What follows belongs to an exercise in optimizing a design on an open flow for a short achievable clock period and few clock cycles; a production flow would make more cautious choices.
The RTL of this run was laid out without a check of its function.
No activity file was given, so power comes from the tool's default toggle rates.

File: config.mk
export PLATFORM = sky130hd
export DESIGN_NAME = pacal_core
export DESIGN_NICKNAME = pacal_core
export VERILOG_FILES = /design/flow/design.v
export SDC_FILE = /design/flow/constraint.sdc
export NUM_CORES = 4
export LEC_CHECK = 0
export ABC_CLOCK_PERIOD_IN_PS = 3000
export CAP_MARGIN = 20
export CORE_MARGIN = 2
export CORE_UTILIZATION = 40
export SETUP_SLACK_MARGIN = 5
export SLEW_MARGIN = 20
File: constraint.sdc
create_clock -name core_clock -period 10.0 [get_ports {clk}]
set_input_delay 2.0000 -clock core_clock [delete_from_list [all_inputs] [get_ports {clk}]]
set_output_delay 2.0000 -clock core_clock [all_outputs]
set_load 0.01 [all_outputs]
File: design.v
module pacal_core (
    input  wire        clk,
    input  wire        rst,           
    input  wire        load_en,
    input  wire [1:0]  load_sel,      
    input  wire [3:0]  load_addr,
    input  wire [15:0] load_data,
    input  wire        run,
    input  wire        stop,
    input  wire [3:0]  irq_req,       
    input  wire [3:0]  irq_mask,
    input  wire        irq_enable,
    input  wire        key_avail,
    input  wire [3:0]  key_data,
    output wire        key_pop,
    output wire        char_valid,
    output wire [3:0]  char_data,
    output wire        running,
    output wire [2:0]  fault,
    input  wire [4:0]  dbg_addr,
    output reg  [3:0]  dbg_data
);
    localparam ROM_SIZE   = 2;
    localparam RAM_SIZE   = 10;
    localparam KEY_STATUS = 4'd13;
    localparam KEY_DATA   = 4'd14;
    localparam CHAR_OUT   = 4'd15;
    localparam F_NONE     = 3'd0;
    localparam F_UNKNOWN  = 3'd1;
    localparam F_UNDER    = 3'd2;
    localparam F_OVER     = 3'd3;
    localparam F_RETRANGE = 3'd4;
    localparam F_IRET     = 3'd5;
    localparam P_ALU = 0, P_CMP = 1, P_MOV = 2, P_LD = 3, P_ST = 4, P_NOP = 5,
               P_JMPI = 6, P_JCCI = 7, P_HLT = 8, P_LEGAL = 9,
               P_ADD = 10, P_SUB = 11, P_MUL = 12, P_AND = 13, P_OR = 14, P_XOR = 15,
               P_RA = 16, P_RB = 20, P_IMM = 24, P_FZ = 28, P_FNZ = 29, P_FC = 30,
               P_TGT = 31, PDW = 47;
    reg [15:0]    imem [0:15];
    reg [PDW-1:0] pd   [0:15];        
    reg [4:0]     prog_len;
    reg [15:0]    endm;               
    reg [3:0]     rom  [0:ROM_SIZE-1];
    reg [3:0]     ram  [0:RAM_SIZE-1];
    reg [3:0]     regs [0:3];
    reg [3:0]     pc;
    reg [15:0]    pc_oh;              
    reg           flag_c, flag_z;
    reg [3:0]     stack [0:15];
    reg [4:0]     sp;
    reg [3:0]     irq_status;
    reg           in_handler;
    reg [3:0]     saved_pc;
    reg [1:0]     saved_flags;        
    reg           run_q;
    reg [2:0]     fault_q;
    reg [3:0]     fault_pc;
    reg           kav_q;              
    reg [3:0]     kdat_q;
    reg           popped_q;           
    reg [3:0]     mask_q;             
    reg           en_q;
    assign running = run_q;
    assign fault   = fault_q;
    function legal_word;
        input [15:0] w;
        reg [3:0] op;
        reg       m;
        reg [2:0] f;
        reg [1:0] ra, rb;
        reg [3:0] imm;
        begin
            op  = w[15:12];
            m   = w[11];
            f   = w[10:8];
            ra  = w[7:6];
            rb  = w[5:4];
            imm = w[3:0];
            case (op)
                4'h0: legal_word = (w == 16'h0000);
                4'h1, 4'h2, 4'h3, 4'h4, 4'h5, 4'h6, 4'h7, 4'h8, 4'h9, 4'hA:
                    legal_word = (f == 3'b000) && (m ? (rb == 2'b00) : (imm == 4'h0));
                4'hB, 4'hD:
                    legal_word = (f == 3'b000) && (ra == 2'b00) && (m ? (rb == 2'b00) : (imm == 4'h0));
                4'hC:
                    legal_word = (f <= 3'b010) && (ra == 2'b00) && (m ? (rb == 2'b00) : (imm == 4'h0));
                4'hE:
                    legal_word = (w == 16'hE000) || (w == 16'hE100);
                default:  
                    legal_word = (w == 16'hF000) || ((w & 16'hFFFC) == 16'hF100);
            endcase
        end
    endfunction
    function [PDW-1:0] predecode;
        input [15:0] w;
        reg [3:0] op;
        reg       lg;
        reg [PDW-1:0] p;
        begin
            op = w[15:12];
            lg = legal_word(w);
            p = {PDW{1'b0}};
            p[P_LEGAL] = lg;
            p[P_ALU]   = lg && (op >= 4'h1) && (op <= 4'h6);
            p[P_CMP]   = lg && (op == 4'h7);
            p[P_MOV]   = lg && (op == 4'h8);
            p[P_LD]    = lg && (op == 4'h9);
            p[P_ST]    = lg && (op == 4'hA);
            p[P_NOP]   = lg && (op == 4'h0);
            p[P_JMPI]  = lg && (op == 4'hB) && w[11];
            p[P_JCCI]  = lg && (op == 4'hC) && w[11];
            p[P_HLT]   = lg && (op == 4'hF) && !w[8];
            p[P_ADD]   = (op == 4'h1);
            p[P_SUB]   = (op == 4'h2) || (op == 4'h7);
            p[P_MUL]   = (op == 4'h3);
            p[P_AND]   = (op == 4'h4);
            p[P_OR]    = (op == 4'h5);
            p[P_XOR]   = (op == 4'h6);
            p[P_RA +: 4] = 4'b0001 << w[7:6];
            p[P_RB +: 4] = w[11] ? 4'b0000 : (4'b0001 << w[5:4]);
            p[P_IMM +: 4] = w[11] ? w[3:0] : 4'h0;
            p[P_FZ]    = (w[9:8] == 2'b00);
            p[P_FNZ]   = (w[9:8] == 2'b01);
            p[P_FC]    = w[9];
            p[P_TGT +: 16] = 16'h0001 << w[3:0];
            predecode = p;
        end
    endfunction
    function [15:0] onehot;
        input [3:0] x;
        begin
            onehot = 16'h0001 << x;
        end
    endfunction
    wire [3:0]  r0 = regs[0], r1 = regs[1], r2 = regs[2], r3 = regs[3];
    wire [47:0] cells = {ram[9], ram[8], ram[7], ram[6], ram[5], ram[4],
                         ram[3], ram[2], ram[1], ram[0], rom[1], rom[0]};
    function [3:0] rsel;
        input [3:0] oh;
        input [3:0] x0, x1, x2, x3;
        begin
            rsel = ({4{oh[0]}} & x0) | ({4{oh[1]}} & x1) |
                   ({4{oh[2]}} & x2) | ({4{oh[3]}} & x3);
        end
    endfunction
    function [3:0] bus_read;
        input [3:0]  adr;
        input        kav;
        input [3:0]  kdat;
        input [47:0] cl;
        begin
            if (adr == KEY_STATUS)
                bus_read = {3'b000, kav};
            else if (adr == KEY_DATA)
                bus_read = kav ? kdat : 4'h0;
            else if (adr < ROM_SIZE + RAM_SIZE)
                bus_read = cl[adr*4 +: 4];
            else
                bus_read = 4'h0;
        end
    endfunction
    function [5:0] alu;
        input [PDW-1:0] p;
        input [3:0] a;
        input [3:0] b;
        reg [4:0] s, d;
        reg [7:0] m;
        reg [3:0] r;
        reg       c, z;
        begin
            s = {1'b0, a} + {1'b0, b};
            d = {1'b0, a} - {1'b0, b};
            m = a * b;
            r = ({4{p[P_ADD]}} & s[3:0]) | ({4{p[P_SUB]}} & d[3:0]) |
                ({4{p[P_MUL]}} & m[3:0]) | ({4{p[P_AND]}} & (a & b)) |
                ({4{p[P_OR]}}  & (a | b)) | ({4{p[P_XOR]}} & (a ^ b));
            c = (p[P_ADD] & s[4]) | (p[P_SUB] & d[4]) | (p[P_MUL] & (m[7:4] != 4'h0));
            z = (p[P_ADD] & (s[3:0] == 4'h0)) | (p[P_SUB] & (a == b)) |
                (p[P_MUL] & ((a == 4'h0) | (b == 4'h0))) |
                (p[P_AND] & ((a & b) == 4'h0)) | (p[P_OR] & ((a | b) == 4'h0)) |
                (p[P_XOR] & (a == b));
            alu = {c, z, r};
        end
    endfunction
    function cond_of;
        input [PDW-1:0] p;
        input           c, z;
        begin
            cond_of = (p[P_FZ] & z) | (p[P_FNZ] & ~z) | (p[P_FC] & c);
        end
    endfunction
    wire [15:0] ohA = pc_oh;
    wire [15:0] ohB = {pc_oh[14:0], pc_oh[15]};
    wire [15:0] ohC = {pc_oh[13:0], pc_oh[15:14]};
    wire [15:0] ohD = {pc_oh[12:0], pc_oh[15:13]};
    wire [3:0]  pcB = pc + 4'd1;
    wire [3:0]  pcC = pc + 4'd2;
    wire [3:0]  pcD = pc + 4'd3;
    reg [PDW-1:0] pA, pB, pC;
    reg [15:0]    wA;
    integer j;
    always @(*) begin
        pA = {PDW{1'b0}};
        pB = {PDW{1'b0}};
        pC = {PDW{1'b0}};
        wA = 16'h0;
        for (j = 0; j < 16; j = j + 1) begin
            pA = pA | ({PDW{ohA[j]}} & pd[j]);
            pB = pB | ({PDW{ohB[j]}} & pd[j]);
            pC = pC | ({PDW{ohC[j]}} & pd[j]);
            wA = wA | ({16{ohA[j]}} & imem[j]);
        end
    end
    wire endA = |(ohA & endm);
    wire endB = |(ohB & endm);
    wire endC = |(ohC & endm);
    wire        okA   = !endA && pA[P_LEGAL];
    wire        simA  = !endA && (pA[P_ALU] | pA[P_CMP] | pA[P_MOV] | pA[P_LD] | pA[P_ST] | pA[P_NOP]);
    wire [3:0]  aA    = rsel(pA[P_RA +: 4], r0, r1, r2, r3);
    wire [3:0]  bA    = rsel(pA[P_RB +: 4], r0, r1, r2, r3) | pA[P_IMM +: 4];
    wire [5:0]  xA    = alu(pA, aA, bA);
    wire [3:0]  ldA   = bus_read(bA, kav_q, kdat_q, cells);
    wire        memA  = pA[P_LD] | pA[P_ST];
    wire        wregA = pA[P_ALU] | pA[P_MOV] | pA[P_LD];
    wire [3:0]  resA  = ({4{pA[P_ALU]}} & xA[3:0]) | ({4{pA[P_MOV]}} & bA) | ({4{pA[P_LD]}} & ldA);
    wire        wflA  = pA[P_ALU] | pA[P_CMP];
    wire        cA    = wflA ? xA[5] : flag_c;
    wire        zA    = wflA ? xA[4] : flag_z;
    wire        stallA = popped_q && pA[P_LD];
    wire [3:0]  opA     = wA[15:12];
    wire        is_jmpA = okA && (opA == 4'hB);
    wire        is_jccA = okA && (opA == 4'hC);
    wire        is_callA= okA && (opA == 4'hD);
    wire        is_retA = okA && (opA == 4'hE) && !wA[8];
    wire        is_iretA= okA && (opA == 4'hE) &&  wA[8];
    wire        condA   = cond_of(pA, flag_c, flag_z);
    wire [3:0] stack_top = stack[sp[3:0] - 4'd1];
    wire        faB   = wregA && |(pA[P_RA +: 4] & pB[P_RA +: 4]);
    wire        fbB   = wregA && |(pA[P_RA +: 4] & pB[P_RB +: 4]);
    wire [3:0]  aB    = faB ? resA : rsel(pB[P_RA +: 4], r0, r1, r2, r3);
    wire [3:0]  rvB   = fbB ? resA : rsel(pB[P_RB +: 4], r0, r1, r2, r3);
    wire [3:0]  bB    = (|pB[P_RB +: 4] ? rvB : 4'h0) | pB[P_IMM +: 4];
    wire [5:0]  xB    = alu(pB, aB, bB);
    wire [3:0]  ldB   = bus_read(bB, kav_q, kdat_q, cells);
    wire        memB  = pB[P_LD] | pB[P_ST];
    wire        wregB = pB[P_ALU] | pB[P_MOV] | pB[P_LD];
    wire [3:0]  resB  = ({4{pB[P_ALU]}} & xB[3:0]) | ({4{pB[P_MOV]}} & bB) | ({4{pB[P_LD]}} & ldB);
    wire        wflB  = pB[P_ALU] | pB[P_CMP];
    wire        cB    = wflB ? xB[5] : cA;
    wire        zB    = wflB ? xB[4] : zA;
    wire        simB  = !endB && (pB[P_ALU] | pB[P_CMP] | pB[P_MOV] | pB[P_LD] | pB[P_ST] | pB[P_NOP]) &&
                        !(memA && memB) && !(popped_q && pB[P_LD]);
    wire        stopB = endB || pB[P_HLT];
    wire        brB   = !endB && (pB[P_JMPI] || pB[P_JCCI]);
    wire        tkB   = pB[P_JMPI] || cond_of(pB, cA, zA);
    wire        stopC = endC || pC[P_HLT];
    wire        brC   = !endC && (pC[P_JMPI] || pC[P_JCCI]);
    wire        tkC   = pC[P_JMPI] || cond_of(pC, cB, zB);
    wire [3:0] armed    = irq_status & mask_q;
    wire       irq_take = en_q && !in_handler && (armed != 4'h0);
    wire [1:0] irq_line = armed[0] ? 2'd0 : armed[1] ? 2'd1 : armed[2] ? 2'd2 : 2'd3;
    wire       exec     = run_q && !stop && !irq_take && !stallA;
    wire       exA      = exec && simA;           
    wire       exB      = exA && simB;            
    wire       ramA     = (bA >= ROM_SIZE) && (bA < ROM_SIZE + RAM_SIZE);
    wire       ramB     = (bB >= ROM_SIZE) && (bB < ROM_SIZE + RAM_SIZE);
    wire       popA     = pA[P_LD] && (bA == KEY_DATA) && kav_q;
    wire       popB     = pB[P_LD] && (bB == KEY_DATA) && kav_q;
    assign key_pop    = (exA && popA) || (exB && popB);
    assign char_valid = (exA && pA[P_ST] && (bA == CHAR_OUT)) ||
                        (exB && pB[P_ST] && (bB == CHAR_OUT));
    assign char_data  = pA[P_ST] ? aA : aB;
    integer i;
    always @(posedge clk) begin
        kav_q    <= key_avail;
        kdat_q   <= key_data;
        mask_q   <= irq_mask;
        en_q     <= irq_enable;
        popped_q <= key_pop;
        if (rst) begin
            for (i = 0; i < 4; i = i + 1) regs[i] <= 4'h0;
            for (i = 0; i < RAM_SIZE; i = i + 1) ram[i] <= 4'h0;
            prog_len    <= 5'd0;
            endm        <= 16'hFFFF;
            pc          <= 4'h0;
            pc_oh       <= 16'h0001;
            flag_c      <= 1'b0;
            flag_z      <= 1'b0;
            sp          <= 5'd0;
            irq_status  <= 4'h0;
            in_handler  <= 1'b0;
            saved_pc    <= 4'h0;
            saved_flags <= 2'b00;
            run_q       <= 1'b0;
            fault_q     <= F_NONE;
            fault_pc    <= 4'h0;
        end else begin
            irq_status <= irq_status | irq_req;
            if (!run_q) begin
                if (load_en) begin
                    case (load_sel)
                        2'd0: begin
                            imem[load_addr] <= load_data;
                            pd[load_addr]   <= predecode(load_data);
                        end
                        2'd1: if (load_addr < ROM_SIZE) rom[load_addr[0]] <= load_data[3:0];
                        2'd2: begin
                            prog_len <= load_data[4:0];
                            for (i = 0; i < 16; i = i + 1)
                                endm[i] <= (i >= load_data[4:0]);
                            pc       <= 4'h0;
                            pc_oh    <= 16'h0001;
                        end
                        default: ;
                    endcase
                end else if (run) begin
                    run_q    <= 1'b1;
                    fault_q  <= F_NONE;
                    fault_pc <= 4'h0;
                end
            end else if (stop) begin
                run_q <= 1'b0;
            end else if (irq_take) begin
                saved_pc    <= pc;
                saved_flags <= {flag_c, flag_z};
                in_handler  <= 1'b1;
                irq_status  <= (irq_status & ~(4'b0001 << irq_line)) | irq_req;
                pc          <= {irq_line, 2'b00};
                pc_oh       <= onehot({irq_line, 2'b00});
            end else if (stallA) begin
            end else if (endA || pA[P_HLT]) begin
                run_q <= 1'b0;
            end else if (!pA[P_LEGAL]) begin
                fault_q  <= F_UNKNOWN;
                fault_pc <= pc;
                run_q    <= 1'b0;
            end else if (simA) begin
                if (wregA) regs[wA[7:6]] <= resA;
                if (pA[P_ST] && ramA) ram[bA - ROM_SIZE] <= aA;
                if (simB) begin
                    if (wregB) regs[{pB[P_RA+3] | pB[P_RA+2], pB[P_RA+3] | pB[P_RA+1]}] <= resB;
                    if (pB[P_ST] && ramB) ram[bB - ROM_SIZE] <= aB;
                    flag_c <= cB;
                    flag_z <= zB;
                    if (stopC) begin
                        pc    <= pcC;
                        pc_oh <= ohC;
                        run_q <= 1'b0;
                    end else if (brC && tkC) begin
                        pc    <= pC[P_IMM +: 4];
                        pc_oh <= pC[P_TGT +: 16];
                    end else if (brC) begin
                        pc    <= pcD;
                        pc_oh <= ohD;
                    end else begin
                        pc    <= pcC;
                        pc_oh <= ohC;
                    end
                end else begin
                    flag_c <= cA;
                    flag_z <= zA;
                    if (stopB) begin
                        pc    <= pcB;
                        pc_oh <= ohB;
                        run_q <= 1'b0;
                    end else if (brB && tkB) begin
                        pc    <= pB[P_IMM +: 4];
                        pc_oh <= pB[P_TGT +: 16];
                    end else if (brB && stopC) begin
                        pc    <= pcC;
                        pc_oh <= ohC;
                        run_q <= 1'b0;
                    end else if (brB) begin
                        pc    <= pcC;
                        pc_oh <= ohC;
                    end else begin
                        pc    <= pcB;
                        pc_oh <= ohB;
                    end
                end
            end else if (is_jmpA || is_jccA) begin
                if (is_jmpA || condA) begin
                    pc    <= bA;
                    pc_oh <= onehot(bA);
                end else if (stopB) begin
                    pc    <= pcB;
                    pc_oh <= ohB;
                    run_q <= 1'b0;
                end else begin
                    pc    <= pcB;
                    pc_oh <= ohB;
                end
            end else if (is_callA) begin
                if (sp == 5'd16) begin
                    fault_q  <= F_OVER;
                    fault_pc <= pc;
                    run_q    <= 1'b0;
                end else begin
                    stack[sp[3:0]] <= pcB;
                    sp    <= sp + 5'd1;
                    pc    <= bA;
                    pc_oh <= onehot(bA);
                end
            end else if (is_retA) begin
                if (sp == 5'd0) begin
                    fault_q  <= F_UNDER;
                    fault_pc <= pc;
                    run_q    <= 1'b0;
                end else if ({1'b0, stack_top} >= prog_len) begin
                    fault_q  <= F_RETRANGE;
                    fault_pc <= pc;
                    run_q    <= 1'b0;
                end else begin
                    sp    <= sp - 5'd1;
                    pc    <= stack_top;
                    pc_oh <= onehot(stack_top);
                end
            end else if (is_iretA) begin
                if (!in_handler) begin
                    fault_q  <= F_IRET;
                    fault_pc <= pc;
                    run_q    <= 1'b0;
                end else if (en_q && (armed != 4'h0)) begin
                    flag_c     <= saved_flags[1];
                    flag_z     <= saved_flags[0];
                    irq_status <= (irq_status | irq_req) & ~(4'b0001 << irq_line);
                    pc         <= {irq_line, 2'b00};
                    pc_oh      <= onehot({irq_line, 2'b00});
                end else begin
                    flag_c     <= saved_flags[1];
                    flag_z     <= saved_flags[0];
                    in_handler <= 1'b0;
                    pc         <= saved_pc;
                    pc_oh      <= onehot(saved_pc);
                end
            end else begin
                if (en_q && !in_handler && mask_q[wA[1:0]]) begin
                    saved_pc    <= pcB;
                    saved_flags <= {flag_c, flag_z};
                    in_handler  <= 1'b1;
                    irq_status  <= (irq_status | irq_req) & ~(4'b0001 << wA[1:0]);
                    pc          <= {wA[1:0], 2'b00};
                    pc_oh       <= onehot({wA[1:0], 2'b00});
                end else begin
                    irq_status <= irq_status | irq_req | (4'b0001 << wA[1:0]);
                    pc    <= pcB;
                    pc_oh <= ohB;
                    if (stopB)
                        run_q <= 1'b0;
                end
            end
        end
    end
    always @(*) begin
        dbg_data = 4'h0;
        if (!dbg_addr[4]) begin
            if (dbg_addr[3:0] < ROM_SIZE)
                dbg_data = rom[dbg_addr[0]];
            else if (dbg_addr[3:0] < ROM_SIZE + RAM_SIZE)
                dbg_data = ram[dbg_addr[3:0] - ROM_SIZE];
        end else begin
            case (dbg_addr[3:0])
                4'd0, 4'd1, 4'd2, 4'd3: dbg_data = regs[dbg_addr[1:0]];
                4'd4:  dbg_data = {2'b00, flag_c, flag_z};
                4'd5:  dbg_data = pc;
                4'd6:  dbg_data = fault_pc;
                4'd7:  dbg_data = sp[3:0];
                4'd8:  dbg_data = {3'b000, sp[4]};
                4'd9:  dbg_data = (sp == 5'd0) ? 4'h0 : stack_top;
                4'd10: dbg_data = irq_status;
                4'd11: dbg_data = {3'b000, in_handler};
                4'd12: dbg_data = saved_pc;
                4'd13: dbg_data = {2'b00, saved_flags};
                default: dbg_data = 4'h0;
            endcase
        end
    end
endmodule
File: run.sh
#!/bin/bash
# synth_recipe.tcl (not shown) runs the flow's synth.tcl, then flattens the netlist and writes it again
# the make line also repeats each setting of config.mk as NAME=value (left out here)
make -C /OpenROAD-flow-scripts/flow DESIGN_CONFIG=/design/flow/config.mk WORK_HOME=/design/flow/orfs CLKGATE_MAP_FILE= SYNTH_SCRIPT=/design/flow/synth_recipe.tcl finish
==> results.sh <==
export IMPL_cts_num_sinks=1126
export IMPL_fp_dieH_um=376.0
export IMPL_finClkSkew_ns=0.06134
export IMPL_grt_pass1_wl_um=321600
export IMPL_drive_above_1_share=0.2028
export IMPL_ir_worst_vdd_v=0.0001561
export IMPL_syn_to_final_growth_pct=20.04
export IMPL_synthCells=4407
export IMPL_holdWs_ns=0.4554
export IMPL_fmax_mhz=116.1
export IMPL_combPwrFrac=0.054
export IMPL_die_x_um=376.0
export IMPL_clk_latency_ns=0.80
export IMPL_pin_count=60
export IMPL_wl_per_cell_um=34.66
export IMPL_worst_setup_path_type="reg -> reg"
export IMPL_htreeDepth=3
export IMPL_dieArea_sq_mm=0.1414
export IMPL_final_max_slew_viol_count=0
export IMPL_viasPerCell=7.043
export IMPL_crit_top_cell="buf_4"
export IMPL_synth_flop_cell="edfxtp_1"
export IMPL_p_sw_frac=0.2253
export IMPL_cts_tree="yes"
export IMPL_power_density_mw_per_mm2=155.8
export IMPL_p_leak_nw=21.17
export IMPL_grt_setup_unrepaired="true"
export IMPL_ys_ff_latch=1126
export IMPL_cp_start_kind="flop"
export IMPL_dp_hpwl_um=135700
export IMPL_grtUsageTotal=0.3119
export IMPL_postRouteAntennaNets=0
export IMPL_slowest_stage="or4_4"
export IMPL_grt_overflow=0
export IMPL_cts_clk_slew_worst_paths_ns=0.06
export IMPL_final_period_utilization=0.8611
export IMPL_required_ns=10.69
export IMPL_syn_avg_cell_area_sq_um=12.56
export IMPL_setup_viol=0
export IMPL_cp_arrival_ns=9.30
export IMPL_synthesis_nets=4537
export IMPL_num_vias=46190
export IMPL_p_sw_mw=2.332
export IMPL_grt_max_degree=71
export IMPL_slew_headroom=0.2005
export IMPL_synth_cell_types=110
export IMPL_yosysMostFrequentCell="edfxtp_1"
export IMPL_pwr_share_clk=0.446
export IMPL_nFillCells=11900
export IMPL_max_cap_viol_count=0
export IMPL_antenna_found_initial=4
export IMPL_drc=0
export IMPL_hold_path_class="reg -> reg"
export IMPL_drt_initial_drc_count=7747
export IMPL_synth_top_area_frac=0.5686
export IMPL_ys_top_cells_by_count="edfxtp_1, a221oi_1, a22o_1"
export IMPL_cp_max_fo=7
export IMPL_synthTopCellsByArea="edfxtp_1, a221oi_1, a22o_1"
export IMPL_rows=136
export IMPL_worst_slew_pin_slew_ns=1.195
export IMPL_synth_warning_count=1
export IMPL_cp_slowest_stage_delay_ns=0.55
export IMPL_coreArea_sq_mm=0.1373
export IMPL_synth_cell_area_sq_mm=0.05534
export IMPL_synth_edf_count=1048
export IMPL_firstDrtPassIters=9
export IMPL_cts_made_buffers=118
export IMPL_outcome="no timing/DRC/antenna violations"
export IMPL_cts_root_buffer="clkbuf_16"
export IMPL_finalCriticalPeriod_ns=8.611
export IMPL_async_flop_share=0
export IMPL_nNetsFinal=4790
export IMPL_start_util=0.4030
export IMPL_clock_path_buffers=3
export IMPL_setup_tns_ns=0
export IMPL_hold_viol_final=0
export IMPL_port_buffers=59
export IMPL_ys_seq_area_frac=0.5968
export IMPL_grt_pass1_vias=44120
export IMPL_routed_wl_um=227300
export IMPL_gp_congestion=0.9858
export IMPL_seq_power_share=0.500
export IMPL_p_int_mw=8.019
export IMPL_yosys_area_top_type="edfxtp_1"
export IMPL_cp_end_kind="flop"
[cell families after synthesis]
logic type                 Yosys count  share of synthesized area
and+or+nand+nor                   1049                    0.09287
AOI/OAI and AO/OA                 1587                     0.2250
xor gates and xnor gates            30                   0.004748
muxes                               93                    0.02674
adders and majority gates           85                    0.02093
DFF                               1126                     0.5968
buffers and inverters              437                    0.03285
[cell usage in the layout (no fill, tap or decap), types with 26 or more instances in the layout]
cell type and instances:
a211oi_1 34, mux2i_1 37, a21oi_1 137, inv_1 71, edfxtp_1 1048, a221oi_1 321, nand2_1 248, nand4_1 96
buf_12 29, nand3_1 116, mux4_2 43, buf_4 325, dfxtp_1 61, and2_1 30, buf_6 37, o21ai_1 26
nor3_1 49, nor2_1 241, a22o_1 340, o21ai_0 82, clkdlybuf4s50_1 44, nand2b_1 28, clkbuf_16 120, a22oi_1 267
o22ai_1 31, and3_1 40, ha_1 58
[cell type report]
class	instances	area (sq um)	area share
Multi-Input combinational cell	2851	22120	0.3329
Antenna cell	1	2.502	0.00003767
Sequential cell	1126	33090	0.4981
Timing Repair Buffer	473	4536	0.06827
Tap cell	1794	2245	0.03379
Inverter	90	376.6	0.005669
Clock buffer	151	3179	0.04786
Clock inverter	72	884.6	0.01332
[through the flow]
step / util / setup WS, ns / cell area, sq um / instances / power [mW]
finish: 0.4838 / 1.389 / 66440 / 6558 / 10.35
global route: 0.4838 / 1.159 / 66430 / 6557 / 10.61
CTS: 0.4787 / 1.508 / 65740 / 6514 / 10.35
detailed placement: 0.4290 / 0.6534 / 58920 / 6095 / 5.736
global placement: 0.4290 / 0.6803 / 58910 / 6095 / 5.736
floorplan: - / 1.664 / 56310 / 4407 / 5.545
[power groups by stage]
stage | logic, mW | clock network, mW | registers [mW]
4_1_cts | 0.522 | 4.66 | 5.17
5_1_grt | 0.588 | 4.85 | 5.17
6_report | 0.557 | 4.62 | 5.17
2_1_floorplan | 0.288 | 0 | 5.26
3_5_place_dp | 0.464 | 0 | 5.27
3_3_place_gp | 0.463 | 0 | 5.27
[path summary, 6_finish.rpt]
check	from	end	slack (ns)	cells after the start
setup / recovery	pc_oh[1]	pc[3]	1.39	44
hold / removal	fault_q[0]	fault_q[0]	0.46	2
setup reg to reg	pc_oh[1]	pc[3]	1.39	44
hold reg to reg	fault_q[0]	fault_q[0]	0.46	2
[per-layer routing]
| metal | global-route usage | part of all wire | vias up |
|---|---|---|---|
| li1 | - | - | 18700 |
| met5 | 0 | 0.000057 | - |
| met4 | 0.1469 | 0.054 | 2 |
| met3 | 0.07430 | 0.13 | 725 |
| met1 | 0.4214 | 0.38 | 23080 |
| met2 | 0.4741 | 0.44 | 3679 |
[state kept, by name, summed over array words and instances (netlist names), 2 cells and up]
| name | flops |
|---|---|
| pd | 736 |
| imem | 160 |
| ram | 64 |
| stack | 64 |
| endm | 16 |
| pc_oh | 16 |
| regs | 16 |
| rom | 8 |
| prog_len | 5 |
| sp | 5 |
| fault_pc | 4 |
| irq_status | 4 |
| kdat_q | 4 |
| mask_q | 4 |
| pc | 4 |
| saved_pc | 4 |
| fault_q | 3 |
| saved_flags | 2 |
[worst max-delay path, delay by kind of cell, from the launching register on]
| kind | cells | cell delay, ns |
|---|---|---|
| flip-flops | 1 | 0.39 |
| adder cells (fa/ha/maj) | 3 | 1.42 |
| buffers and inverters | 24 | 2.93 |
| AND/OR/NAND/NOR | 8 | 1.61 |
| AO/OA/AOI/OAI | 9 | 2.15 |
[what timing repair did]
item	4_1_cts	5_1_grt
setup endpoints to repair	667	492
resized for setup	211	76
gates cloned	13	1
hold buffers	0	0
pin swaps	95	45
buffers inserted	183	42

==> re-timing with driven ports <==
In the flow no input, the clock included, has a driving cell. The finished layout below was timed again as built, in two steps.
Step 1 sets driving cells, clkbuf_16 on the clock port and buf_2 on the other inputs (assumed; they add their load-dependent delay and slew).
Step 2 moves the port delays by t, midway between the first and last clock arrival at a register: inputs arrive t later, outputs are due t later. That takes back most of the time a late clock gives input paths.
Slacks: ideal ports / drivers / drivers and shift; pairs: ideal ports / drivers.
shift t [ns]: 0.845
setup slack, ns: 1.389 / 1.389 / 1.389
worst setup path after step 2: register to register
clock arrival spread, ns: 0.062 / 0.061
worst register clock-pin slew, ns: 0.07 / 0.07
After both steps setup and hold are still met in this run. The setup slack of this run moves by 0.000 ns with the drivers and by 0.000 ns with both steps.
